Background: an optimization exercise with open tools, aiming at small area, a short achievable clock period and few clock cycles per item. Do not read the settings as production practice. In this exercise RTL edits were held to simulation tests only and were not proved equivalent to the original.

<file path="flow/config.mk">
export PLATFORM = sky130hd
export DESIGN_NAME = cfl_parse
export DESIGN_NICKNAME = cfl_parse
export VERILOG_FILES = /design/flow/design.v
export SDC_FILE = /design/flow/constraint.sdc
export NUM_CORES = 4
export LEC_CHECK = 0
export CAP_MARGIN = 20
export CORE_MARGIN = 2
export CORE_UTILIZATION = 40
export SLEW_MARGIN = 20
</file>
<file path="flow/constraint.sdc">
create_clock -name core_clock -period 6.0 [get_ports {clk}]
set_input_delay 1.2000 -clock core_clock [delete_from_list [all_inputs] [get_ports {clk}]]
set_output_delay 1.2000 -clock core_clock [all_outputs]
set_load 0.01 [all_outputs]
</file>
<file path="flow/design.v">
module cfl_parse (
    input  wire        clk,
    input  wire        rst,
    input  wire        in_valid,
    output wire        in_ready,
    input  wire [7:0]  in_data,
    input  wire        in_last,
    input  wire [7:0]  in_ch,
    output reg         res_valid,
    output wire [3:0]  res_code,
    output reg         pok,
    output wire [7:0]  pch,
    output wire [63:0] pf1_mant,
    output wire [63:0] pf2_mant,
    output wire [63:0] pf3_mant,
    output wire [63:0] pf4_mant,
    output wire [63:0] pf5_mant,
    output wire [7:0]  pf1_scale,
    output wire [7:0]  pf2_scale,
    output wire [7:0]  pf3_scale,
    output wire [7:0]  pf4_scale,
    output wire [7:0]  pf5_scale,
    output reg  [7:0]  pgas_off,
    output reg  [7:0]  pgas_len
);
    localparam W = 61;
    reg  [2:0]  clr;         
    reg         rdy;
    assign in_ready = rdy;
    reg         v0;
    reg  [7:0]  b0;
    reg         l0;
    reg  [7:0]  ch_q;
    reg  [7:0]  pos;
    reg         in_tok;
    reg  [2:0]  ntok;        
    reg         tok0_ok;
    reg         numbad;
    reg  [W-1:0] acc;
    reg          neg;
    reg          pnt;
    reg  [4:0]   ndig;       
    reg  [4:0]   nscale;
    reg          bad;
    reg  [W-1:0] t1, t2, t3, t4;
    reg  [4:0]   s1, s2, s3, s4;
    reg  [7:0]   t_goff;
    reg  [7:0]   t_glen;
    reg  [W-1:0] m1, m2, m3, m4, m5;
    reg  [4:0]   c1, c2, c3, c4, c5;
    reg  [2:0]   pchq;       
    reg  [1:0]   rc;         
    assign pf1_mant = {{(64-W){m1[W-1]}}, m1};
    assign pf2_mant = {{(64-W){m2[W-1]}}, m2};
    assign pf3_mant = {{(64-W){m3[W-1]}}, m3};
    assign pf4_mant = {{(64-W){m4[W-1]}}, m4};
    assign pf5_mant = {{(64-W){m5[W-1]}}, m5};
    assign pf1_scale = {3'd0, c1};
    assign pf2_scale = {3'd0, c2};
    assign pf3_scale = {3'd0, c3};
    assign pf4_scale = {3'd0, c4};
    assign pf5_scale = {3'd0, c5};
    assign pch = {1'b0, pchq[1] | pchq[0], 1'b0, pchq[2], pchq[2], 1'b0, pchq[1], pchq[0]};
    assign res_code = {1'b0, rc != 2'd0, rc[1] & rc[0], rc[1] & ~rc[0]};
    wire        is_sp    = (b0 == 8'h20);
    wire        is_dig   = (b0[7:4] == 4'h3) && (b0[3:0] <= 4'd9);
    wire        is_plus  = (b0 == 8'h2B);
    wire        is_minus = (b0 == 8'h2D);
    wire        is_dot   = (b0 == 8'h2E);
    wire [3:0]  dval     = b0[3:0];
    wire        clearing = (clr != 3'd0);
    wire        tstart   = v0 && !is_sp && !in_tok;              
    wire        tmore    = v0 && !is_sp && in_tok;               
    wire        tclose   = v0 && is_sp && in_tok;                
    wire        st_num   = (ntok >= 3'd1) && (ntok <= 3'd5);     
    wire        cur_num  = (ntok >= 3'd2) && (ntok <= 3'd6);     
    wire        cur_14   = (ntok >= 3'd2) && (ntok <= 3'd5);     
    wire        num_fail = bad || (ndig == 5'd0) || (ndig > 5'd18);
    wire [4:0]   addend  = {1'b0, dval} + (neg ? 5'd9 : 5'd0);
    wire [W-1:0] acc10   = {acc[W-4:0], 3'b000} + {acc[W-2:0], 1'b0} + {{(W-5){1'b0}}, addend};
    wire [W-1:0] accout  = acc ^ {W{neg}};
    wire         shift   = clearing || (tclose && cur_14);
    wire [2:0]  ntok_f   = (tstart && ntok != 3'd7) ? ntok + 3'd1 : ntok;
    wire        ch_legal = (ch_q == 8'h41) || (ch_q == 8'h42) ||
                           (ch_q == 8'h43) || (ch_q == 8'h5A);
    wire        last     = v0 && l0;
    wire        success  = ch_legal && (ntok_f == 3'd7) && tok0_ok && !numbad;
    wire        commit   = (last && success) || (clr == 3'd1);
    reg         cur_gas;     
    wire        gstart   = tstart && (ntok == 3'd6);
    wire [7:0]  goff_f   = gstart ? pos : t_goff;
    wire [7:0]  glen_f   = gstart ? 8'd1 : (tmore && cur_gas) ? t_glen + 8'd1 : t_glen;
    always @(posedge clk) begin
        v0 <= in_valid && rdy && !rst;
        b0 <= in_data;
        l0 <= in_last;
        if (in_valid && rdy)
            ch_q <= in_ch;
        if (clearing) begin
            acc    <= {W{1'b0}};
            neg    <= 1'b0;
            nscale <= 5'd0;
        end else if (tstart && st_num) begin
            acc    <= is_dig ? {{(W-4){1'b0}}, dval} : {W{is_minus}};
            neg    <= is_minus;
            pnt    <= is_dot;
            ndig   <= is_dig ? 5'd1 : 5'd0;
            nscale <= 5'd0;
            bad    <= !(is_dig || is_plus || is_minus || is_dot);
        end else if (tmore && cur_num) begin
            if (is_dig) begin
                acc <= acc10;
                if (ndig != 5'd19) begin
                    ndig <= ndig + 5'd1;
                    if (pnt)
                        nscale <= nscale + 5'd1;
                end
            end else if (is_dot) begin
                if (pnt)
                    bad <= 1'b1;
                pnt <= 1'b1;
            end else begin
                bad <= 1'b1;
            end
        end
        if (shift) begin
            t1 <= t2; t2 <= t3; t3 <= t4; t4 <= accout;
            s1 <= s2; s2 <= s3; s3 <= s4; s4 <= nscale;
        end
        if (commit) begin
            m1 <= t1; m2 <= t2; m3 <= t3; m4 <= t4; m5 <= accout;
            c1 <= s1; c2 <= s2; c3 <= s3; c4 <= s4; c5 <= nscale;
            pgas_off <= goff_f;
            pgas_len <= glen_f;
        end
        if (rst) begin
            rdy       <= 1'b0;
            clr       <= 3'd6;
            pos       <= 8'd0;
            in_tok    <= 1'b0;
            ntok      <= 3'd0;
            tok0_ok   <= 1'b0;
            numbad    <= 1'b0;
            cur_gas   <= 1'b0;
            t_goff    <= 8'd0;
            t_glen    <= 8'd0;
            res_valid <= 1'b0;
            rc        <= 2'd0;
            pok       <= 1'b0;
            pchq      <= 3'd0;
        end else begin
            if (clearing) begin
                clr <= clr - 3'd1;
                if (clr == 3'd1)
                    rdy <= 1'b1;
            end
            res_valid <= last;
            if (v0) begin
                pos <= last ? 8'd0 : pos + 8'd1;
                if (last) begin
                    in_tok  <= 1'b0;
                    ntok    <= 3'd0;
                    numbad  <= 1'b0;
                    cur_gas <= 1'b0;
                end else begin
                    in_tok <= !is_sp;
                    if (tstart) begin
                        if (ntok != 3'd7)
                            ntok <= ntok + 3'd1;
                        if (ntok == 3'd0)
                            tok0_ok <= (b0 == ch_q);
                        cur_gas <= (ntok == 3'd6);
                        if (ntok == 3'd6) begin
                            t_goff <= pos;
                            t_glen <= 8'd1;
                        end
                    end
                    if (tmore) begin
                        if (ntok == 3'd1)
                            tok0_ok <= 1'b0;
                        if (cur_gas)
                            t_glen <= t_glen + 8'd1;
                    end
                    if (tclose && cur_num && num_fail)
                        numbad <= 1'b1;
                end
            end
            if (last) begin
                if (!ch_legal) begin
                    rc <= 2'd3;
                end else if (ntok_f != 3'd7) begin
                    rc  <= 2'd1;
                    pok <= 1'b0;
                end else if (!tok0_ok) begin
                    rc  <= 2'd2;
                    pok <= 1'b0;
                end else if (numbad) begin
                    rc  <= 2'd3;
                    pok <= 1'b0;
                end else begin
                    rc   <= 2'd0;
                    pok  <= 1'b1;
                    pchq <= {ch_q[3], ch_q[1], ch_q[0]};
                end
            end
        end
    end
endmodule
</file>
<file path="flow/run.sh">
#!/bin/bash
# synth_recipe.tcl (not shown) runs the flow's synth.tcl, then flattens the netlist and writes it again
# the make line also repeats each setting of config.mk as NAME=value (left out here)
make -C /OpenROAD-flow-scripts/flow DESIGN_CONFIG=/design/flow/config.mk WORK_HOME=/design/flow/orfs CLKGATE_MAP_FILE= SYNTH_SCRIPT=/design/flow/synth_recipe.tcl finish
</file>
==> run summary <==
[cells in the mapped netlist (3+ instances only)]
library cell,number
edfxtp_1,625
ha_1,189
a21oi_1,163
nand2_1,136
dfxtp_1,119
nor2_1,112
xor2_1,95
o21ai_0,87
clkbuf_1,48
xnor2_1,41
buf_4,36
nand4_1,33
inv_1,29
a21o_1,26
nor3_1,25
nand3_1,24
o31ai_1,17
a31oi_1,16
buf_2,15
nor2b_1,14
o21bai_1,12
and3_1,11
nand2b_1,10
o21a_1,10
mux2i_1,9
buf_1,8
a211oi_1,7
nor4_1,6
o21ai_1,6
a21oi_2,5
and2_1,5
or2_2,5
or3_1,5
a211o_1,4
nor3b_1,4
o221ai_1,4
o22ai_1,4
a2111oi_0,3
fa_1,3
nand3b_1,3
o211ai_1,3
o41ai_2,3
[cells by family after synthesis]
family / Yosys count / share of synthesized area (%)
flops: 744 / 70.5
simple gates: 409 / 6.47
compound gates: 402 / 8.45
fa+ha+maj: 192 / 8.08
xor+xnor: 136 / 3.97
buf+inv: 136 / 2.21
mux: 9 / 0.300
other cells: 1 / 0.0125
[per-layer routing]
metal | vias to the layer above | GRT usage, %
met4 | 0 | 5.07
met5 | - | 0
met1 | 8519 | 20.6
met2 | 556 | 28.8
li1 | 8381 | -
met3 | 94 | 3.17
[worst register-to-register path, stage by stage (launching register included)]
cell	delay, ns
dfxtp_1	0.51
fa_1	0.49
fa_1	0.56
inv_1	0.08
fa_1	0.47
nor2b_4	0.14
o31ai_1	0.14
a211oi_2	0.28
o2111ai_2	0.19
a21oi_1	0.22
o31a_1	0.24
o2111ai_2	0.14
a21oi_1	0.24
nor4_1	0.10
a311o_1	0.32
[per-stage QoR]
| step | instances | cell area (sq um) |
|---|---|---|
| 5_1_grt | 3465 | 37500 |
| 4_1_cts | 3465 | 37500 |
| 3_3_place_gp | 3321 | 34900 |
| 3_5_place_dp | 3321 | 34900 |
| 2_1_floorplan | 2047 | 30100 |
| 6_report | 3465 | 37500 |
[layout make-up]
cell class	count	area (sq um)
Fill cell	6268	36800
Sequential cell	744	21200
Multi-Input combinational cell	1167	8310
Timing Repair Buffer	412	4130
Clock buffer	95	2040
Tap cell	969	1210
Clock inverter	49	537
Inverter	29	109
[power by group through the flow]
stage	combinational [uW]	clock, uW	sequential [uW]
global route	246	5140	6100
detailed placement	232	0	6180
CTS	233	4940	6070
floorplan	99.2	0	6170
finish	227	4790	6060
global placement	228	0	6150
[cell usage in the layout, fill, tap and decap left out, types with 10 or more instances in the layout]
cell type,n
edfxtp_1,625
clkdlybuf4s50_1,391
ha_1,189
a21oi_1,163
nand2_1,135
dfxtp_1,116
nor2_1,112
xor2_1,95
o21ai_0,86
clkbuf_16,78
xnor2_1,41
nand4_1,33
inv_1,29
a21o_1,26
nand3_1,24
nor3_1,24
conb_1,19
a31oi_1,16
o31ai_1,16
buf_4,16
clkbuf_1,15
nor2b_1,14
clkinv_1,13
o21bai_1,12
clkinv_2,11
and3_1,10
nand2b_1,10
o21a_1,10
[path summary, 6_finish.rpt]
path	slack [ns]	startpoint	end	cells past startpoint
setup reg to reg	1.77	b0[3]	acc[60]	14
hold / removal	0.40	t1[26]	m1[26]	0
hold reg to reg	0.40	t1[26]	m1[26]	0
setup / recovery	1.77	b0[3]	acc[60]	14
==> results.sh <==
export IMPL_status="complete, no violations"
export IMPL_nNetsFinal=2644
export IMPL_routed_top_layer="met4"
export IMPL_pre_cts_ws_ns=1.79
export IMPL_antenna_found_initial=0
export IMPL_synth_cell_types=80
export IMPL_wirelength_met1_mm=26.9
export IMPL_ctsHoldBuffers=0
export IMPL_hpwlAfterDp_mm=44.6
export IMPL_post_route_util_pct=50.4
export IMPL_fin_ws_ns=1.77
export IMPL_finalWirelength_mm=64.7
export IMPL_ioPinCount=411
export IMPL_worst_pin_slew_ns=1.10
export IMPL_power_internal_uw=8840
export IMPL_setup_viol=0
export IMPL_postCtsSetupRepairBufs=0
export IMPL_power_frac_clock_pct=43.2
export IMPL_portBuffers=391
export IMPL_timing_final_crit_share_pct=70.4
export IMPL_hp_class="flip-flop to flip-flop"
export IMPL_gp_congestion=0.864
export IMPL_vdd_drop_max_v=0.000245
export IMPL_drv_slew=0
export IMPL_min_period_ns=4.23
export IMPL_vias=17550
export IMPL_startpoint_type="flip-flop"
export IMPL_root_buffer="clkbuf_16"
export IMPL_path_max_fanout=7
export IMPL_crit_path_end_kind="flip-flop"
export IMPL_drv_cap=0
export IMPL_crit_chain="fa_1, fa_1, inv_1, fa_1, nor2b_4, o31ai_1, a211oi_2, o2111ai_2, a21oi_1, o31a_1, o2111ai_2, a21oi_1, nor4_1, a311o_1"
export IMPL_overflow=0
export IMPL_synth_cells=2029
export IMPL_powerDensity_nw_per_um2=296
export IMPL_cp_common_cell="fa_1"
export IMPL_syn_cell_area_sq_um=30000
export IMPL_met2WireLength_mm=32.9
export IMPL_cts_max_path_buffers=3
export IMPL_cts_sinks=744
export IMPL_crit_type="flip-flop to flip-flop"
export IMPL_synth_area_per_cell_sq_um=14.8
export IMPL_dieArea_sq_um=77200
export IMPL_avgRoutedWirePerCell_microns=18.7
export IMPL_switching_share_pct=20.3
export IMPL_drc=0
export IMPL_synth_top_cell_area_share_pct=62.6
export IMPL_ys_seq_area_share_pct=70.5
export IMPL_synth_ff_latch_count=744
export IMPL_finalHoldViolCount=0
export IMPL_grt_max_degree=163
export IMPL_cts_max_level=3
export IMPL_cp_arrival_ns=4.73
export IMPL_rsz0062_at_grt="false"
export IMPL_fp_dieW_microns=278
export IMPL_p_seq_share_pct=54.7
export IMPL_path_clk_slew_ns=0.06
export IMPL_fin_tns_setup_ns=0
export IMPL_total_power_uw=11100
export IMPL_cts_tree="yes"
export IMPL_fp_coreArea_sq_um=74300
export IMPL_fin_skew_ns=0.0246
export IMPL_drive_gt1_share_pct=7.33
export IMPL_synth_edff_count=625
export IMPL_cpPeakStageDelay_ns=0.55
export IMPL_cp_required_ns=6.51
export IMPL_ys_warn_count=1
export IMPL_dr_wl_met3_mm=3.65
export IMPL_drtIter0Drc=1285
export IMPL_cts_made_buffers=78
export IMPL_rows=100
export IMPL_ant_nets=0
export IMPL_cp_top_family="compound AO/OA/AOI/OAI gates"
export IMPL_p_sw_uw=2250
export IMPL_dr_pass1_iters=5
export IMPL_yosysTopAreaCell="edfxtp_1"
export IMPL_yosys_most_used_dff="edfxtp_1"
export IMPL_max_freq_mhz=237
export IMPL_area_growth_pct=25.0
export IMPL_grt_pass1_vias=17547
export IMPL_p_comb_share_pct=2.0
export IMPL_cts_resized=0
export IMPL_antenna_cells=0
export IMPL_critPathBufInv=1
export IMPL_ys_top_cells_by_area="edfxtp_1 63%, dfxtp_1 7.9%, ha_1 7.9%"
export IMPL_die_h_microns=278
export IMPL_p_leak_uw=0.0150
export IMPL_hold_ws_ns=0.399
export IMPL_start_util_pct=40.4
export IMPL_grt_pass1_wl_mm=100
export IMPL_grt_usage_pct=16.5
export IMPL_cp_slowest_cell="fa_1"
export IMPL_via_per_inst=5.06
export IMPL_slew_headroom_pct=26.9
export IMPL_clk_latency_ns=0.62
export IMPL_synthArstFlopShare_pct=0
Testbench counts, summed over its fixed seeds: cycles 71,122, lines 1,600.

==> afterwards: timing with drivers on the ports <==
Ports are ideal in the flow. The routed layout listed here was re-timed in OpenROAD. Step 1 sets driving cells, clkbuf_16 on the clock port and buf_2 on the other inputs (assumed; they add their load-dependent delay and slew). Step 2 adds t to the input delays and takes it off the output delays; t is the mean of the earliest and latest rising clock arrival at the registers after step 1. Input paths then give back, and output paths get back, about the clock's delay inside the block. Slacks: no drivers / after step 1 / after step 2; pairs: no drivers / after step 1.
shift t [ns]: 0.673
setup slack, ns: 1.775 / 1.775 / 1.775
worst setup path at the end: register to register
clock arrival spread, ns: 0.027 / 0.027
pins driven straight from the clock port: 1
After both steps setup and hold are still met in this run. The setup slack of this run moves by 0.000 ns with the drivers and by 0.000 ns with both steps.
